This design comes from an exercise in tuning for small area, a short achievable clock period and few clock cycles on the open sky130 flow, not from production work.
In this exercise RTL edits were held to simulation tests only and were not proved equivalent to the original.
Power is estimated from default activity; no workload was simulated.

`flow/design.v`:
```
module bert_core (
    input  wire        clk,
    input  wire        rst,
    input  wire        cmd_valid,
    output wire        cmd_ready,
    input  wire [63:0] cmd_data,
    output reg         rsp_valid,
    output reg  [3:0]  rsp_status,
    output reg  [63:0] rsp_value,
    output reg         mem_req,
    output reg         mem_we,
    output reg  [31:0] mem_addr,
    output reg  [7:0]  mem_wdata,
    input  wire        mem_gnt,
    input  wire [7:0]  mem_rdata
);
    localparam [3:0] ST_OK      = 4'd0;
    localparam [3:0] ST_ILLEGAL = 4'd1;
    localparam [3:0] ST_CONFIG  = 4'd2;
    localparam [3:0] ST_NOTCONF = 4'd3;
    localparam [3:0] ST_RANGE   = 4'd4;
    localparam [2:0] S_IDLE = 3'd0;
    localparam [2:0] S_DEC  = 3'd1;
    localparam [2:0] S_GEN  = 3'd2;
    localparam [2:0] S_RD   = 3'd3;
    localparam [2:0] S_DEC2 = 3'd4;    
    function [31:0] tap_mask(input [5:0] n);
        case (n)
            6'd2:  tap_mask = 32'h00000003;
            6'd3:  tap_mask = 32'h00000006;
            6'd4:  tap_mask = 32'h0000000C;
            6'd5:  tap_mask = 32'h00000014;
            6'd6:  tap_mask = 32'h00000030;
            6'd7:  tap_mask = 32'h00000060;
            6'd8:  tap_mask = 32'h000000E1;
            6'd9:  tap_mask = 32'h00000110;
            6'd10: tap_mask = 32'h00000240;
            6'd11: tap_mask = 32'h00000500;
            6'd12: tap_mask = 32'h00000E08;
            6'd13: tap_mask = 32'h00001C80;
            6'd14: tap_mask = 32'h00003802;
            6'd15: tap_mask = 32'h00006000;
            6'd16: tap_mask = 32'h0000D008;
            6'd17: tap_mask = 32'h00012000;
            6'd18: tap_mask = 32'h00020400;
            6'd19: tap_mask = 32'h00072000;
            6'd20: tap_mask = 32'h00090000;
            6'd21: tap_mask = 32'h00140000;
            6'd22: tap_mask = 32'h00300000;
            6'd23: tap_mask = 32'h00420000;
            6'd24: tap_mask = 32'h00E10000;
            6'd25: tap_mask = 32'h01200000;
            6'd26: tap_mask = 32'h03880000;
            6'd27: tap_mask = 32'h07200000;
            6'd28: tap_mask = 32'h09000000;
            6'd29: tap_mask = 32'h14000000;
            6'd30: tap_mask = 32'h38000040;
            6'd31: tap_mask = 32'h48000000;
            6'd32: tap_mask = 32'hE0000200;
            default: tap_mask = 32'h00000000;
        endcase
    endfunction
    function slow_order(input [5:0] n);
        slow_order = (n < 6'd6) || (n == 6'd8) || (n == 6'd12) ||
                     (n == 6'd14) || (n == 6'd16);
    endfunction
    function [6:0] subsat(input [6:0] v, input [3:0] s);
        reg [7:0] d;
        begin
            d = {1'b0, v} - {4'd0, s};
            subsat = d[7] ? 7'd0 : d[6:0];
        end
    endfunction
    function [7:0] ge_mask(input [2:0] o);
        case (o)
            3'd0: ge_mask = 8'hFF; 3'd1: ge_mask = 8'hFE; 3'd2: ge_mask = 8'hFC;
            3'd3: ge_mask = 8'hF8; 3'd4: ge_mask = 8'hF0; 3'd5: ge_mask = 8'hE0;
            3'd6: ge_mask = 8'hC0; default: ge_mask = 8'h80;
        endcase
    endfunction
    function [7:0] oh8(input [2:0] o);
        case (o)
            3'd0: oh8 = 8'h01; 3'd1: oh8 = 8'h02; 3'd2: oh8 = 8'h04; 3'd3: oh8 = 8'h08;
            3'd4: oh8 = 8'h10; 3'd5: oh8 = 8'h20; 3'd6: oh8 = 8'h40; default: oh8 = 8'h80;
        endcase
    endfunction
    function sel_act(input [8:0] v, input [7:0] o, input s, input integer kk);
        integer j;
        begin
            sel_act = 1'b0;
            for (j = 0; j <= kk; j = j + 1)
                sel_act = sel_act | (o[j] & v[kk + 1 - j]);
            if (s) sel_act = v[1];
        end
    endfunction
    function [8:0] le9(input [6:0] r);
        integer j;
        for (j = 0; j < 9; j = j + 1)
            le9[j] = (r <= j);
    endfunction
    function [3:0] pop8(input [7:0] v);
        reg [1:0] p0, p1, p2, p3;
        reg [2:0] q0, q1;
        begin
            p0 = {1'b0, v[0]} + {1'b0, v[1]};
            p1 = {1'b0, v[2]} + {1'b0, v[3]};
            p2 = {1'b0, v[4]} + {1'b0, v[5]};
            p3 = {1'b0, v[6]} + {1'b0, v[7]};
            q0 = {1'b0, p0} + {1'b0, p1};
            q1 = {1'b0, p2} + {1'b0, p3};
            pop8 = {1'b0, q0} + {1'b0, q1};
        end
    endfunction
    function [7:0] rev8(input [7:0] v);
        rev8 = {v[0], v[1], v[2], v[3], v[4], v[5], v[6], v[7]};
    endfunction
    function [7:0] sort8(input [7:0] v);
        reg [7:0] a;
        reg       h;
        begin
            a = v;
            begin h = a[0] | a[1]; a[1] = a[0] & a[1]; a[0] = h; end begin h = a[2] | a[3]; a[3] = a[2] & a[3]; a[2] = h; end begin h = a[4] | a[5]; a[5] = a[4] & a[5]; a[4] = h; end begin h = a[6] | a[7]; a[7] = a[6] & a[7]; a[6] = h; end
            begin h = a[0] | a[2]; a[2] = a[0] & a[2]; a[0] = h; end begin h = a[1] | a[3]; a[3] = a[1] & a[3]; a[1] = h; end begin h = a[4] | a[6]; a[6] = a[4] & a[6]; a[4] = h; end begin h = a[5] | a[7]; a[7] = a[5] & a[7]; a[5] = h; end
            begin h = a[1] | a[2]; a[2] = a[1] & a[2]; a[1] = h; end begin h = a[5] | a[6]; a[6] = a[5] & a[6]; a[5] = h; end
            begin h = a[0] | a[4]; a[4] = a[0] & a[4]; a[0] = h; end begin h = a[1] | a[5]; a[5] = a[1] & a[5]; a[1] = h; end begin h = a[2] | a[6]; a[6] = a[2] & a[6]; a[2] = h; end begin h = a[3] | a[7]; a[7] = a[3] & a[7]; a[3] = h; end
            begin h = a[2] | a[4]; a[4] = a[2] & a[4]; a[2] = h; end begin h = a[3] | a[5]; a[5] = a[3] & a[5]; a[3] = h; end
            begin h = a[1] | a[2]; a[2] = a[1] & a[2]; a[1] = h; end begin h = a[3] | a[4]; a[4] = a[3] & a[4]; a[3] = h; end begin h = a[5] | a[6]; a[6] = a[5] & a[6]; a[5] = h; end
            sort8 = a;
        end
    endfunction
    function [3:0] t2b(input [7:0] u);
        t2b = {u[7], u[3] & !u[7], (u[1] & !u[3]) | (u[5] & !u[7]),
               (u[0] & !u[1]) | (u[2] & !u[3]) | (u[4] & !u[5]) | (u[6] & !u[7])};
    endfunction
    reg [2:0]  st;
    reg        rb;            
    reg        rdy;
    reg [7:0]  op;
    reg [23:0] len;           
    assign cmd_ready = rdy;
    reg  fo;                  
    reg  fq;                  
    reg  lz, l1;              
    wire fmt_o_ok = fo;
    wire fmt_q_ok = fq;
    wire [5:0] c_order = mem_addr[5:0];
    wire is_gen_init = (op == 8'h10) && fmt_o_ok;
    wire is_gen_fill = (op == 8'h11);
    wire is_chk_init = (op == 8'h20) && fmt_o_ok;
    wire is_chk_chk  = (op == 8'h21);
    wire is_query    = (op[7:3] == 5'b00101) && (op[2:0] <= 3'd4) && fmt_q_ok;
    wire order_ok  = (c_order >= 6'd2) && (c_order <= 6'd32);
    wire [24:0] rsum      = {1'b0, mem_addr[23:0]} + {1'b0, len};
    wire        range_bad = (&mem_addr[31:24]) && rsum[24] && (rsum[23:0] != 24'd0);
    wire        hi_addr   = (&mem_addr[31:24]) && (st == S_DEC);
    wire        rbad      = (st == S_DEC2) && rb;
    reg        gen_conf;
    reg [5:0]  gen_order;
    reg [31:0] gen_h;         
    reg        chk_conf;
    reg [5:0]  chk_order;
    reg        chk_sync;      
    reg [31:0] chk_h;         
    reg [5:0]  slack;         
    reg [6:0]  rem;           
    reg [5:0]  zr;            
    reg [6:0]  qr;            
    reg        clr;           
    reg [63:0] rx_v;  reg [7:1] rx_c;  reg rx_s;    
    reg [63:0] in_v;  reg [7:1] in_c;  reg in_s;
    reg [63:0] er_v;  reg [7:1] er_c;  reg er_s;
    reg [63:0] ls_v;  reg [7:1] ls_c;  reg ls_s;
    wire [63:0] rx_val = rx_s ? {64{1'b1}} : rx_v;
    wire [63:0] in_val = in_s ? {64{1'b1}} : in_v;
    wire [63:0] er_val = er_s ? {64{1'b1}} : er_v;
    wire [63:0] ls_val = ls_s ? {64{1'b1}} : ls_v;
    reg [31:0] tp;            
    reg        ser;           
    reg        cnt0, cnt1;    
    reg [7:0]  f0, f1, f2, f3, f4, f5, f6, f7;
    function [7:0] fsel(input [2:0] p, input [7:0] a0, input [7:0] a1, input [7:0] a2,
                        input [7:0] a3, input [7:0] a4, input [7:0] a5, input [7:0] a6,
                        input [7:0] a7);
        case (p)
            3'd0: fsel = a0; 3'd1: fsel = a1; 3'd2: fsel = a2; 3'd3: fsel = a3;
            3'd4: fsel = a4; 3'd5: fsel = a5; 3'd6: fsel = a6; default: fsel = a7;
        endcase
    endfunction
    reg [2:0]  wp;            
    reg [2:0]  rp_s;          
    reg [2:0]  rp_c;          
    reg [2:0]  occ;           
    reg        rvd;           
    reg [7:0]  head;          
    reg [31:0] hw;            
    reg [7:0]  pfx_s;         
    reg [2:0]  o_s;           
    reg [63:0] hist;          
    reg [7:0]  ebuf;          
    reg        va;
    reg [7:0]  xa;            
    reg [7:0]  ba;            
    reg [7:0]  nba;           
    reg [7:0]  xba;           
    reg [2:0]  oa;
    reg        sa;            
    reg [7:0]  m1a;           
    wire [7:0] oha = m1a & ~{m1a[6:0], 1'b0};    
    reg [3:0]  x7a;           
    reg        vb;
    reg [7:0]  evb;           
    reg [7:0]  xb2, nb2;
    reg [2:0]  ob2;
    reg        sb;
    reg [7:0]  xe2;           
    reg        it;            
    reg [7:0]  itm;           
    reg        it1;           
    reg [5:0]  slack_p;       
    reg [7:0]  pfx_c;
    reg [2:0]  o_c;
    reg        fl;            
    reg [7:0]  c_ins;
    reg [7:0]  c_err;
    reg        c_loss;
    wire gen_act   = (st == S_GEN);
    wire rd_grant  = mem_req && mem_gnt && !mem_we;
    wire pipe_busy = (occ != 3'd0) || va || vb || fl || rvd || it;
    wire rx_busy   = rvd || (rx_c != 7'd0) || (st == S_RD);
    wire chk_busy  = pipe_busy || (c_ins != 8'd0) || c_loss ||
                     (in_c != 7'd0) || (er_c != 7'd0) || (ls_c != 7'd0) || clr;
    wire dec_wait  = (op == 8'h28) ? rx_busy : chk_busy;
    wire       in_q  = (cmd_data[63:59] == 5'b00101) && (cmd_data[58:56] <= 3'd4) &&
                       (cmd_data[55:0] == 56'd0);
    wire       in_rx = (cmd_data[58:56] == 3'd0);
    wire       in_len0 = (cmd_data[55:32] == 24'd0);
    wire       in_len1 = (cmd_data[55:32] == 24'd1);
    wire       in_ok   = !in_len0 && !(&cmd_data[31:24]) && !chk_busy;
    wire       in_chk  = (cmd_data[63:56] == 8'h21) && chk_conf && in_ok;
    reg        ldc;       
    reg  [4:0] in_qoh;        
    reg  [4:0] dec_qoh;       
    always @(*) begin
        case (cmd_data[58:56])
            3'd0:    in_qoh = 5'b00001;
            3'd1:    in_qoh = 5'b00010;
            3'd2:    in_qoh = 5'b00100;
            3'd3:    in_qoh = 5'b01000;
            default: in_qoh = 5'b10000;
        endcase
        case (op[2:0])
            3'd0:    dec_qoh = 5'b00001;
            3'd1:    dec_qoh = 5'b00010;
            3'd2:    dec_qoh = 5'b00100;
            3'd3:    dec_qoh = 5'b01000;
            default: dec_qoh = 5'b10000;
        endcase
        if (!is_query) dec_qoh = 5'd0;
    end
    wire [4:0] qsel = chk_conf ? ((st == S_IDLE) ? in_qoh : dec_qoh) : 5'd0;
    always @(posedge clk) begin
        rsp_value <= ({64{qsel[0]}} & rx_val) | ({64{qsel[1]}} & in_val) |
                     ({64{qsel[2]}} & er_val) | {63'd0, qsel[3] & chk_sync} |
                     ({64{qsel[4]}} & ls_val);
    end
    wire [7:0] bb = rev8(head);
    wire       pm = gen_act || chk_sync;       
    reg  [7:0] gm_s;          
    wire [7:0] oh_s = gm_s & ~{gm_s[6:0], 1'b0};    
    reg [7:0]  lt;            
    reg [7:0]  m;             
    reg [7:0]  nbnc;          
    reg [7:0]  th;            
    reg [7:0]  t;             
    reg [7:0]  nbv;           
    reg [31:0] hterms;
    reg [7:0]  bterms;
    integer    k, i;
    always @(*) begin
        for (k = 0; k < 8; k = k + 1) begin
            lt[k]   = !gm_s[k];
            m[k]    = ser ? oh_s[k] : gm_s[k];
            nbnc[k] = lt[k] ? pfx_s[k] : bb[k];
        end
        for (k = 0; k < 8; k = k + 1) begin
            for (i = 0; i < 32; i = i + 1)
                hterms[i] = (i >= k) ? (tp[i] & hw[i - k]) : 1'b0;
            th[k] = ^hterms;
            for (i = 0; i < 8; i = i + 1) begin
                if (i >= k)
                    bterms[i] = 1'b0;
                else if (i >= 4)
                    bterms[i] = tp[i] & nbv[k - 1 - i];
                else
                    bterms[i] = tp[i] & nbnc[k - 1 - i];
            end
            t[k]   = th[k] ^ (^bterms);
            nbv[k] = lt[k] ? pfx_s[k] : (pm ? t[k] : bb[k]);
        end
    end
    wire [7:0] x  = bb ^ t;
    wire [7:0] ea = m & x & {8{chk_sync}};
    wire [7:0] ebuf_n = ea | (~m & ebuf);
    wire [71:0] uvec;
    genvar gi;
    generate
        for (gi = 0; gi < 64; gi = gi + 1) begin : g_u
            assign uvec[gi] = hist[63 - gi];
        end
        for (gi = 0; gi < 8; gi = gi + 1) begin : g_ue
            assign uvec[64 + gi] = ebuf[gi];
        end
    endgenerate
    reg  [5:0]  xsh;                                    
    wire [71:0] xw  = uvec >> xsh;
    wire a_done   = !ser || (o_s == 3'd7);
    wire gen_step = !cnt0 && ((ser && (o_s != 3'd7)) || !mem_req || mem_gnt);
    wire a_chk    = !gen_act && !fl && !it && (rp_s != wp);
    wire a_go     = gen_act ? gen_step : a_chk;
    wire [2:0] rp_s1 = rp_s + 3'd1;
    wire [7:0] h_c   = fsel(rp_c,  f0, f1, f2, f3, f4, f5, f6, f7);
    wire [7:0] h_s1  = fsel(rp_s1, f0, f1, f2, f3, f4, f5, f6, f7);
    wire [5:0] n  = chk_order;
    wire [6:0] n2 = {chk_order, 1'b0};
    wire [7:0] m1 = m1a;
    wire [7:0] um = sort8(m1 & xa);        
    wire [5:0] slx = slack + {2'd0, x7a};
    reg  [5:0] slack_n;
    always @(*) begin
        slack_n = um[0] ? 6'd0 : slx;
        for (k = 1; k < 8; k = k + 1)
            if (um[k - 1] && !um[k]) slack_n = slx - k;
        if (um[7]) slack_n = slx - 6'd8;
    end
    reg        sus;
    always @(*) begin
        sus = 1'b0;
        for (k = 0; k < 8; k = k + 1)
            if (slack == k) sus = um[k];
    end
    reg  [7:0] itoh;          
    always @(*) begin
        for (k = 0; k < 8; k = k + 1)
            itoh[k] = itm[k] && ((itm & ((8'd1 << k) - 8'd1)) == 8'd0);
    end
    wire [7:0] itm2 = itm & ~itoh;    
    reg  [7:0] itoh2;
    always @(*) begin
        for (k = 0; k < 8; k = k + 1)
            itoh2[k] = itm2[k] && ((itm2 & ((8'd1 << k) - 8'd1)) == 8'd0);
    end
    wire [7:0] itm3 = itm2 & ~itoh2;   
    wire       ite  = |(itoh & xb2);    
    wire       ite2 = |(itoh2 & xb2);   
    wire       ith2 = (itm2 != 8'd0);
    wire [5:0] slb  = it1 ? slack_p : slack;
    wire       itlo = ite && (slb == 6'd0);                  
    wire       itl2 = ite && ite2 && ith2 && (slb == 6'd1);  
    reg  [5:0] sl2;                                          
    always @(*) begin
        sl2 = ite ? slb - 6'd1 : slb + 6'd1;
        if (ith2) sl2 = ite2 ? sl2 - 6'd1 : sl2 + 6'd1;
        if (itm == 8'd0) sl2 = slb;
    end
    wire [8:0] rem_le = le9(rem);
    wire [8:0] zr_le  = le9({1'b0, zr});
    wire [8:0] qr_le  = le9(qr);
    wire [8:0] n_le   = le9({1'b0, n});
    reg [7:0] le, mz;
    reg       full, zok, qz, cnd, lossk;
    reg [7:0] ev;
    always @(*) begin
        for (k = 0; k < 8; k = k + 1) begin
            for (i = 0; i < 8; i = i + 1) begin
                le[i] = m1[i] && (i <= k);
                mz[i] = le[i] && ((i > k) || !n_le[(k - i) & 7]);
            end
            full  = sel_act(rem_le, oha, sa, k);
            cnd   = sel_act(n_le, oha, sa, k) || sel_act(zr_le, oha, sa, k);
            zok   = !(|(xa & mz)) && cnd;
            qz    = !(|(ba & le)) && sel_act(qr_le, oha, sa, k);
            lossk = sa && xa[k] && !xba[k] && (slack == 6'd0);
            ev[k] = m1[k] && (chk_sync ? lossk : (full && zok && !qz));
        end
    end
    reg  [3:0] a7;
    always @(*) begin
        case (oa)
            3'd0: a7 = 4'd8; 3'd1: a7 = 4'd7; 3'd2: a7 = 4'd6; 3'd3: a7 = 4'd5;
            3'd4: a7 = 4'd4; 3'd5: a7 = 4'd3; 3'd6: a7 = 4'd2; default: a7 = 4'd1;
        endcase
        if (sa) a7 = 4'd1;
    end
    wire [7:0] xm  = m1 & xa;
    wire [7:0] bm  = m1 & ba;
    wire       zx7 = !(|xm);
    wire       zb7 = !(|bm);
    reg  [3:0] r7, rq7;
    always @(*) begin
        r7 = 4'd0; rq7 = 4'd0;
        for (k = 0; k < 8; k = k + 1) begin
            if (xm[k]) r7  = 4'd7 - k;
            if (bm[k]) rq7 = 4'd7 - k;
        end
        if (sa) begin r7 = 4'd0; rq7 = 4'd0; end
    end
    wire [7:0] mb2 = sb ? oh8(ob2) : ge_mask(ob2);
    reg [7:0] cm;                      
    reg       anyev;
    reg [2:0] kend;                    
    always @(*) begin
        anyev = 1'b0;
        kend  = sb ? ob2 : 3'd7;
        for (k = 0; k < 8; k = k + 1) begin
            cm[k] = mb2[k] && !anyev;
            if (evb[k] && !anyev) kend = k;
            anyev = anyev || evb[k];
        end
    end
    wire       b_go   = vb && !fl;
    wire       b_done = (kend == 3'd7);
    wire [7:0] nbf    = (cm & nb2) | (~cm & pfx_c);
    function [71:0] cnt_step(input [63:0] v, input [7:1] c, input [3:0] inc);
        reg [8:0] s;
        integer j;
        begin
            s = {1'b0, v[7:0]} + {5'd0, inc};
            cnt_step[7:0] = s[7:0];
            cnt_step[64]  = s[8];
            for (j = 1; j < 8; j = j + 1) begin
                cnt_step[8*j +: 8] = v[8*j +: 8] + {7'd0, c[j]};
                cnt_step[64 + j]   = c[j] & (&v[8*j +: 8]);
            end
        end
    endfunction
    wire [71:0] rx_n = cnt_step(rx_v, rx_c, {rvd, 3'b000});
    wire [71:0] in_n = cnt_step(in_v, in_c, t2b(sort8(c_ins)));
    wire [71:0] er_n = cnt_step(er_v, er_c, t2b(sort8(c_err)));
    wire [71:0] ls_n = cnt_step(ls_v, ls_c, {3'd0, c_loss});
    always @(posedge clk) begin
        if (rdy) begin
            op  <= cmd_data[63:56];
            len <= cmd_data[55:32];
            fo  <= (cmd_data[55:6] == 50'd0);
            fq  <= (cmd_data[55:0] == 56'd0);
            lz  <= (cmd_data[55:32] == 24'd0);
            l1  <= (cmd_data[55:32] == 24'd1);
        end
        if (rvd) begin
            case (wp)
                3'd0: f0 <= mem_rdata; 3'd1: f1 <= mem_rdata;
                3'd2: f2 <= mem_rdata; 3'd3: f3 <= mem_rdata;
                3'd4: f4 <= mem_rdata; 3'd5: f5 <= mem_rdata;
                3'd6: f6 <= mem_rdata; default: f7 <= mem_rdata;
            endcase
            wp <= wp + 3'd1;
        end
        if (fl)
            head <= (rvd && (wp == rp_c)) ? mem_rdata : h_c;
        else if (a_chk && a_done)
            head <= (rvd && (wp == rp_s1)) ? mem_rdata : h_s1;
        else if (rvd && (wp == rp_s))
            head <= mem_rdata;
        rvd <= rd_grant;
        occ <= occ + {2'd0, rd_grant} - {2'd0, b_go && b_done};
        if (clr) begin
            rx_v <= 64'd0; rx_c <= 7'd0; rx_s <= 1'b0;
            in_v <= 64'd0; in_c <= 7'd0; in_s <= 1'b0;
            er_v <= 64'd0; er_c <= 7'd0; er_s <= 1'b0;
            ls_v <= 64'd0; ls_c <= 7'd0; ls_s <= 1'b0;
        end else begin
            rx_v <= rx_n[63:0]; rx_c <= rx_n[70:64]; rx_s <= rx_s || rx_n[71];
            in_v <= in_n[63:0]; in_c <= in_n[70:64]; in_s <= in_s || in_n[71];
            er_v <= er_n[63:0]; er_c <= er_n[70:64]; er_s <= er_s || er_n[71];
            ls_v <= ls_n[63:0]; ls_c <= ls_n[70:64]; ls_s <= ls_s || ls_n[71];
        end
        clr <= 1'b0;
        va <= 1'b0;
        if (fl) begin
            hw    <= chk_h;
            pfx_s <= pfx_c;
            o_s   <= o_c;
            gm_s  <= ge_mask(o_c);
            rp_s  <= rp_c;
            hist  <= 64'd0;
            ebuf  <= 8'd0;
        end else if (a_go) begin
            pfx_s <= nbv;
            if (a_done) begin
                o_s  <= 3'd0;
                gm_s <= 8'hFF;
                hw  <= {hw[23:0], rev8(nbv)};
            end else begin
                o_s  <= o_s + 3'd1;
                gm_s <= {gm_s[6:0], 1'b0};
            end
            if (!gen_act) begin
                va    <= 1'b1;
                ebuf  <= ebuf_n;
                if (a_done) begin
                    rp_s <= rp_s1;
                    hist <= {hist[55:0], rev8(ebuf_n)};
                end
            end
        end
        if (!it) begin
            xa  <= x;
            ba  <= bb;
            nba <= nbv;
            xba <= xw[7:0];
            x7a <= t2b(sort8(m & xw[7:0]));
            oa  <= o_s;
            m1a <= m;
            sa  <= ser;
        end else begin
            va  <= va && !fl;
        end
        vb <= 1'b0;
        if (!it) begin
            evb <= ev;
            xb2 <= xa;
            xe2 <= xba;
            nb2 <= nba;
            ob2 <= oa;
            sb  <= sa;
            itm <= (xa ^ xba) & m1;
        end
        if (fl) begin
            it    <= 1'b0;
            slack <= n;
            rem   <= n2;
            zr    <= n;
            qr    <= n2;
        end else if (it) begin
            it1   <= 1'b0;
            itm   <= itm3;
            evb   <= itlo ? itoh : (itl2 ? itoh2 : 8'd0);
            slack <= sl2;
            if (itlo || itl2 || itm3 == 8'd0) begin
                it <= 1'b0;
                vb <= 1'b1;
            end
        end else if (va) begin
            slack_p <= slack;
            slack   <= slack_n;
            rem     <= subsat(rem, a7);
            zr      <= zx7 ? subsat({1'b0, zr}, a7) : subsat({1'b0, n}, r7);
            qr      <= zb7 ? subsat(qr, a7) : subsat(n2, rq7);
            if (chk_sync && !sa && sus) begin
                it  <= 1'b1;
                it1 <= 1'b1;
            end else begin
                vb  <= 1'b1;
            end
        end
        fl     <= 1'b0;
        c_ins  <= 8'd0;
        c_err  <= 8'd0;
        c_loss <= 1'b0;
        if (b_go) begin
            pfx_c <= nbf;
            if (b_done) begin
                o_c   <= 3'd0;
                chk_h <= {chk_h[23:0], rev8(nbf)};
                rp_c  <= rp_c + 3'd1;
            end else begin
                o_c <= kend + 3'd1;
            end
            if (chk_sync) begin
                c_ins  <= cm;
                c_err  <= cm & xb2;
                c_loss <= anyev;
            end
            if (anyev) begin
                fl       <= 1'b1;
                chk_sync <= !chk_sync;
            end
        end
        rsp_valid <= 1'b0;
        ldc       <= 1'b0;
        if (ldc) begin
            hw  <= chk_h;
            tp  <= tap_mask(chk_order);
            ser <= slow_order(chk_order);
        end
        case (st)
            S_IDLE: begin
                if (cmd_valid && in_q && (in_rx ? !rx_busy : !chk_busy)) begin
                    rsp_valid  <= 1'b1;
                    rsp_status <= chk_conf ? ST_OK : ST_NOTCONF;
                end else if (cmd_valid && in_chk) begin
                    rdy     <= 1'b0;
                    st      <= S_RD;
                    mem_req <= 1'b1;
                    mem_we  <= 1'b0;
                    cnt1    <= in_len1;
                    ldc     <= 1'b1;
                end else if (cmd_valid) begin
                    rdy <= 1'b0;
                    st  <= S_DEC;
                end
            end
            S_DEC, S_DEC2: begin
                cnt0 <= lz;
                cnt1 <= l1;
                if (!dec_wait && is_gen_fill) begin
                    hw  <= gen_h;
                    tp  <= tap_mask(gen_order);
                    ser <= slow_order(gen_order);
                end
                if (!dec_wait && is_chk_chk) begin
                    hw  <= chk_h;
                    tp  <= tap_mask(chk_order);
                    ser <= slow_order(chk_order);
                end
                if (!dec_wait) begin
                    rsp_status <= ST_OK;
                    rsp_valid  <= 1'b1;
                    rdy        <= 1'b1;
                    st         <= S_IDLE;
                    if (is_gen_init) begin
                        if (!order_ok) rsp_status <= ST_CONFIG;
                        else begin
                            gen_conf  <= 1'b1;
                            gen_order <= c_order;
                            gen_h     <= 32'd1;
                        end
                    end else if (is_chk_init) begin
                        if (!order_ok) rsp_status <= ST_CONFIG;
                        else begin
                            chk_conf  <= 1'b1;
                            chk_order <= c_order;
                            xsh       <= 6'd0 - {c_order[4:0], 1'b0};
                            chk_h     <= 32'd1;
                            chk_sync  <= 1'b0;
                            rem       <= {c_order, 1'b0};
                            zr        <= c_order;
                            qr        <= {c_order, 1'b0};
                            slack     <= c_order;
                            clr       <= 1'b1;
                        end
                    end else if (is_gen_fill) begin
                        if (!gen_conf) rsp_status <= ST_NOTCONF;
                        else if (hi_addr) begin
                            rsp_valid <= 1'b0;
                            rdy       <= 1'b0;
                            st        <= S_DEC2;
                            rb        <= range_bad;
                        end else if (rbad) rsp_status <= ST_RANGE;
                        else if (!lz) begin
                            rsp_valid <= 1'b0;
                            rdy       <= 1'b0;
                            st        <= S_GEN;
                        end
                    end else if (is_chk_chk) begin
                        if (!chk_conf) rsp_status <= ST_NOTCONF;
                        else if (hi_addr) begin
                            rsp_valid <= 1'b0;
                            rdy       <= 1'b0;
                            st        <= S_DEC2;
                            rb        <= range_bad;
                        end else if (rbad) rsp_status <= ST_RANGE;
                        else if (!lz) begin
                            rsp_valid <= 1'b0;
                            rdy       <= 1'b0;
                            st        <= S_RD;
                            mem_req   <= 1'b1;
                            mem_we    <= 1'b0;
                        end
                    end else if (is_query) begin
                        if (!chk_conf) rsp_status <= ST_NOTCONF;
                        else begin
                        end
                    end else begin
                        rsp_status <= ST_ILLEGAL;
                    end
                end
            end
            S_GEN: begin
                if (gen_step && a_done) begin
                    mem_req   <= 1'b1;
                    mem_we    <= 1'b1;
                    mem_wdata <= rev8(nbv);
                    len       <= len - 24'd1;
                    cnt0      <= cnt1;
                    cnt1      <= (len == 24'd2);
                end else if (mem_req && mem_gnt) begin
                    mem_req <= 1'b0;
                    if (cnt0) begin
                        rsp_status <= ST_OK;
                            rsp_valid  <= 1'b1;
                        rdy        <= 1'b1;
                        st         <= S_IDLE;
                        gen_h      <= hw;
                    end
                end
            end
            default: begin  
                if (mem_req && !mem_gnt) begin
                end else if (!cnt1 && (rd_grant ? (occ <= 3'd4) : (occ <= 3'd5))) begin
                    mem_req <= 1'b1;
                    len     <= len - 24'd1;
                    cnt1    <= (len == 24'd2);
                end else begin
                    mem_req <= 1'b0;
                    if (rd_grant && cnt1) begin
                        rsp_status <= ST_OK;
                            rsp_valid  <= 1'b1;
                        rdy        <= 1'b1;
                        st         <= S_IDLE;
                    end
                end
            end
        endcase
        if (rdy) mem_addr <= cmd_data[31:0];
        else if (mem_req && mem_gnt) mem_addr <= mem_addr + 32'd1;
        if (rst) begin
            st        <= S_IDLE;
            rdy       <= 1'b1;
            rsp_valid <= 1'b0;
            mem_req   <= 1'b0;
            mem_we    <= 1'b0;
            gen_conf  <= 1'b0;
            chk_conf  <= 1'b0;
            o_s       <= 3'd0;
            gm_s      <= 8'hFF;
            wp        <= 3'd0;
            rp_s      <= 3'd0;
            rp_c      <= 3'd0;
            occ       <= 3'd0;
            rvd       <= 1'b0;
            va        <= 1'b0;
            vb        <= 1'b0;
            it        <= 1'b0;
            ldc       <= 1'b0;
            fl        <= 1'b0;
            clr       <= 1'b0;
            c_ins     <= 8'd0;
            c_err     <= 8'd0;
            c_loss    <= 1'b0;
            rx_c      <= 7'd0;
            in_c      <= 7'd0;
            er_c      <= 7'd0;
            ls_c      <= 7'd0;
            rx_v[7:0] <= 8'd0;
            in_v[7:0] <= 8'd0;
            er_v[7:0] <= 8'd0;
            ls_v[7:0] <= 8'd0;
        end
    end
endmodule
```
`flow/flow/run.sh`:
```
#!/bin/bash
# Standard layout, with timing repair aiming at 3.4 ns (setup margin 7.6 ns on
# the 11 ns clock) on every violating endpoint, and faster port buffers.
set -euo pipefail
bash standard.sh SETUP_SLACK_MARGIN=7.6 TNS_END_PERCENT=100 \
    BUFFER_PORTS_ARGS="-buffer_cell sky130_fd_sc_hd__buf_4" finish > standard.log 2>&1
```
`flow/standard.sh`:
```
#!/bin/bash
# synth_recipe.tcl (not shown) runs the flow's synth.tcl, then flattens the netlist and writes it again
# the make line also repeats each setting of config.mk as NAME=value (left out here)
make -C /OpenROAD-flow-scripts/flow DESIGN_CONFIG=/design/flow/config.mk WORK_HOME=/design/flow/orfs CLKGATE_MAP_FILE= SYNTH_SCRIPT=/design/flow/synth_recipe.tcl "${@:-finish}"
```
`flow/config.mk`:
```
export PLATFORM = sky130hd
export DESIGN_NAME = bert_core
export DESIGN_NICKNAME = bert_core
export VERILOG_FILES = /design/flow/design.v
export SDC_FILE = /design/flow/constraint.sdc
export NUM_CORES = 4
export LEC_CHECK = 0
export CAP_MARGIN = 20
export CORE_MARGIN = 2
export CORE_UTILIZATION = 60
export SLEW_MARGIN = 20
```
`flow/constraint.sdc`:
```
create_clock -name core_clock -period 11.0 [get_ports {clk}]
set_input_delay 2.2000 -clock core_clock [delete_from_list [all_inputs] [get_ports {clk}]]
set_output_delay 2.2000 -clock core_clock [all_outputs]
set_load 0.01 [all_outputs]
```
==> results.txt <==
==> cells by family (layout without fill, tap and decap cells) <==
group | Yosys count | after routing | synth area share [%]
AO/OA/AOI/OAI | 1549 | 1552 | 17.4
XOR/XNOR | 490 | 490 | 8.08
adder cells (fa/ha/maj) | 195 | 195 | 4.63
buffers and inverters | 512 | 836 | 3.68
flip-flops | 977 | 977 | 41.1
multiplexers | 196 | 196 | 5.49
other | 1 | 3 | 0.00691
AND/OR/NAND/NOR | 2299 | 2302 | 19.7
==> worst max-delay path by stage <==
stage / slack (ps) / start / cells past startpoint / endpoint
2_1_floorplan: 7120 / cmd_data[37] / 9 / rsp_status[0]
3_3_place_gp: 5860 / fl / 14 / flip-flop
3_5_place_dp: 5750 / fl / 14 / flip-flop
4_1_cts: 7060 / mem_addr[0] / 14 / rb
5_1_grt: 7030 / itm[0] / 16 / slack[5]
6_report: 7170 / itm[0] / 15 / slack[5]
==> sequential cells by signal, indices dropped and copies added, names as in the netlist, 24 cells and up, named ones only <==
name,cells
len,24
gen_h,32
hist,64
er_v,64
in_v,64
chk_h,32
hw,32
ls_v,64
rx_v,61
mem_addr,32
tp,32
rsp_value,64
==> cells in the final DEF, fill, tap and decap left out, types with 32 or more instances in the layout <==
master       n
nand3_1    226
mux4_2      77
a21o_1      37
and2_1      71
nand4_1    102
dfxtp_4     56
dfxtp_1    607
nand2b_1    34
clkbuf_16  110
nand2_1    814
or3_1       65
inv_1       94
xor2_1     219
and3_1      60
xnor2_1    246
nor3_1     110
buf_6      104
o22ai_1     99
nor2_1     459
o211ai_1    42
a21oi_2     32
mux2i_1     66
edfxtp_1   272
a22oi_1     61
a21oi_1    338
mux2_2      38
o21ai_0    534
a31oi_1     35
buf_4      382
nor2b_1    100
ha_1       160
dfxtp_2     42
==> layer usage <==
layer,GRT usage (%),share of wire (%),up-vias
met4,13.8,4.5,0
met3,6.73,9.5,544
met1,50.7,41,24100
met5,0,0,-
li1,-,-,22900
met2,57.8,45,2739
==> metrics by stage <==
stage	hold WS (ps)	setup slack, ps	total power (W)
detailed placement	405	5750	0.0129
global placement	401	5860	0.0129
global route	399	7030	0.0193
CTS	397	7060	0.0175
finish	391	7170	0.0185
floorplan	400	7120	0.0106
==> final cells by class <==
type	instances	area, um2
repair inverters	1	8.76
flip-flops and latches	977	22500
inverters	111	482
multi-input cells	4736	32100
clock inverters	44	527
diodes	2	5.00
well taps	1176	1470
repair buffers	527	4930
clock buffers	153	3060
fillers	6771	24700
==> power by group <==
part	total [W]	internal (W)	switching, W
clock	0.00366	0.00209	0.00157
combinational	0.00924	0.00394	0.00530
sequential	0.00556	0.00454	0.00102
==> worst max-delay path, delay by kind of cell (launching register included) <==
kind | cells | cell delay, ps
AO/OA/AOI/OAI | 7 | 1330
AND/OR/NAND/NOR | 3 | 1170
XOR/XNOR | 3 | 460
flip-flops | 1 | 350
adder cells (fa/ha/maj) | 1 | 250
buffers and inverters | 1 | 150
==> repair_timing <==
item | in CTS | in global routing
setup buffers | 149 | 129
endpoints found under the hold margin | 0 | 0
setup endpoints to repair | 386 | 254
gates cloned | 14 | 6
resized for setup | 418 | 326
pin swaps | 64 | 129
==> impl_metrics.toml <==
[outcome]
status = "complete, but fails checks"
violations = "capacitance limit, slew limit"

[floorplanning]
die_w_um = 305
core_um2 = 89900
start_util_pct = 60.4
row_count = 110
ios = 188
die_area_um2 = 92900
die_h_um = 305

[critical_path]
crit_arrival_ps = 4440
ff2ff_path_depth = 15
worstPathRequired_ps = 11610
r2r_setup_slack_ps = 7170
end_kind = "flip-flop"
critical_path.max_fanout = 4
startpoint_type = "flip-flop"
reg2reg_from = "itm[0]"
r2r_end = "slack[5]"
criticalPathCategory = "flip-flop to flip-flop"
slowest_delay_ps = 540
slowest_stage = "or4_4"
crit_chain = "or4_4 -> or3_4 -> xnor2_2 -> o21ai_1 -> a221o_2 -> buf_6 -> ha_4 -> a21oi_4 -> o21bai_1 -> a21oi_1 -> xnor2_1 -> a21oi_1 -> nor3_2 -> xnor2_2 -> a211o_1"

[hold_path]
hold_end = "nb2[0]"
worstHoldStart = "nba[0]"
holdPathStages = 0
min-delay-path-class = "flip-flop to flip-flop"

[synth]
yosys_register_bits = 977
yosysUniqueCellTypes = 93
synth_top_area_cell = "dfxtp_1"
synth_commonest_cells = "nand2_1, dfxtp_1, o21ai_0"
synth.area.top_cells = "dfxtp_1, edfxtp_1, nand2_1"
synth_cells = 6219
netlist.area_leader.share_pct = 26.0
synthArstFlopShare_pct = 0
avgSynthCellArea_um2 = 8.73
synth_ff_type = "dfxtp_1"
syn_nets = 6487
ys_seq_area_share_pct = 41.1
syn_area_um2 = 54300
synth_edf_count = 272
yosys_warnings = 1
post-synth-top-count-cell = "nand2_1"

[cts]
holdBufCountCts = 0
cts_tree = "done"
clk_pin_slew_worst_paths_ps = 60
cts_buffers = 106
htree_levels = 3
clock_path_buffers = 3
clock_latency_ps = 740
clock-root-buffer = "clkbuf_16"
clock-sinks = 977

[routing]
detail_route.vias_per_cell = 6.50
vias = 50200
routedWlPerCell_um = 23.3
drtPass1Iterations = 6
drtAntennaViolNets = 0
wirelength_um = 180000
drc = 0
drtIter0Drc = 6307

[placed_design]
port_buffers = 186
dp_hpwl_um = 117000
dp_cells = 7229
dpl-instance-area_um2 = 56300
globalplace.congestion = 0.995

[sta]
setup_tns_ps = 0
slew_headroom_pct = -4.42
tightest_slew_ps = 1560
max_clock_freq_ghz = 0.261
rsz0062_at_grt = "yes"
maxSlewViolCount = 12
period_needed_ps = 3830
finalClockSkew_ps = 66.2
fin_crit_sh_pct = 34.8
hold_viol = 0
finalSetupViolations = 0

[grt]
grt_max_degree = 94
antenna_found_initial = 3
gr-total-overflow = 0
grt_pass1_wl_um = 270000
grt_pass1_vias = 45700
grtUsageTotal_pct = 36.8

[pwr]
p_leak_nw = 25.3
power.density_nw_per_um2 = 283
irDropWorstVdd_uv = 372

[layout]
fin_area_um2 = 65200
final_layout_size_suffix_gt1_share_pct = 19.7
instances_no_fill = 7727
postLayoutCoreUtil_pct = 72.5
nets = 6728
area_delta_synth_final_pct = 20.1

[run]
drv_cap = 1
Testbench counts, summed over its fixed seeds: cycles 22,387.

[what the ideal ports hide]
In the flow no input, the clock included, has a driving cell. The finished layout below was timed again as built, in two steps.
Step 1 sets driving cells, clkbuf_16 on the clock port and buf_2 on the other inputs (assumed; they add their load-dependent delay and slew).
Step 2 also shifts input and output timing later by t, the mid clock arrival at the registers, as if the neighbouring blocks saw the same clock.
Slacks: no drivers / after step 1 / after step 2; pairs: no drivers / after step 1.
t (ns): 0.787
setup WS [ns]: 7.175 / 7.120 / 6.566
worst hold slack (ns): 0.391 / 0.391 / 0.391
clock arrival spread, ns: 0.071 / 0.070
worst register clock-pin slew, ns: 0.07 / 0.07
For this run, drivers alone change the setup slack by -0.055 ns; drivers and shift together by -0.609 ns.
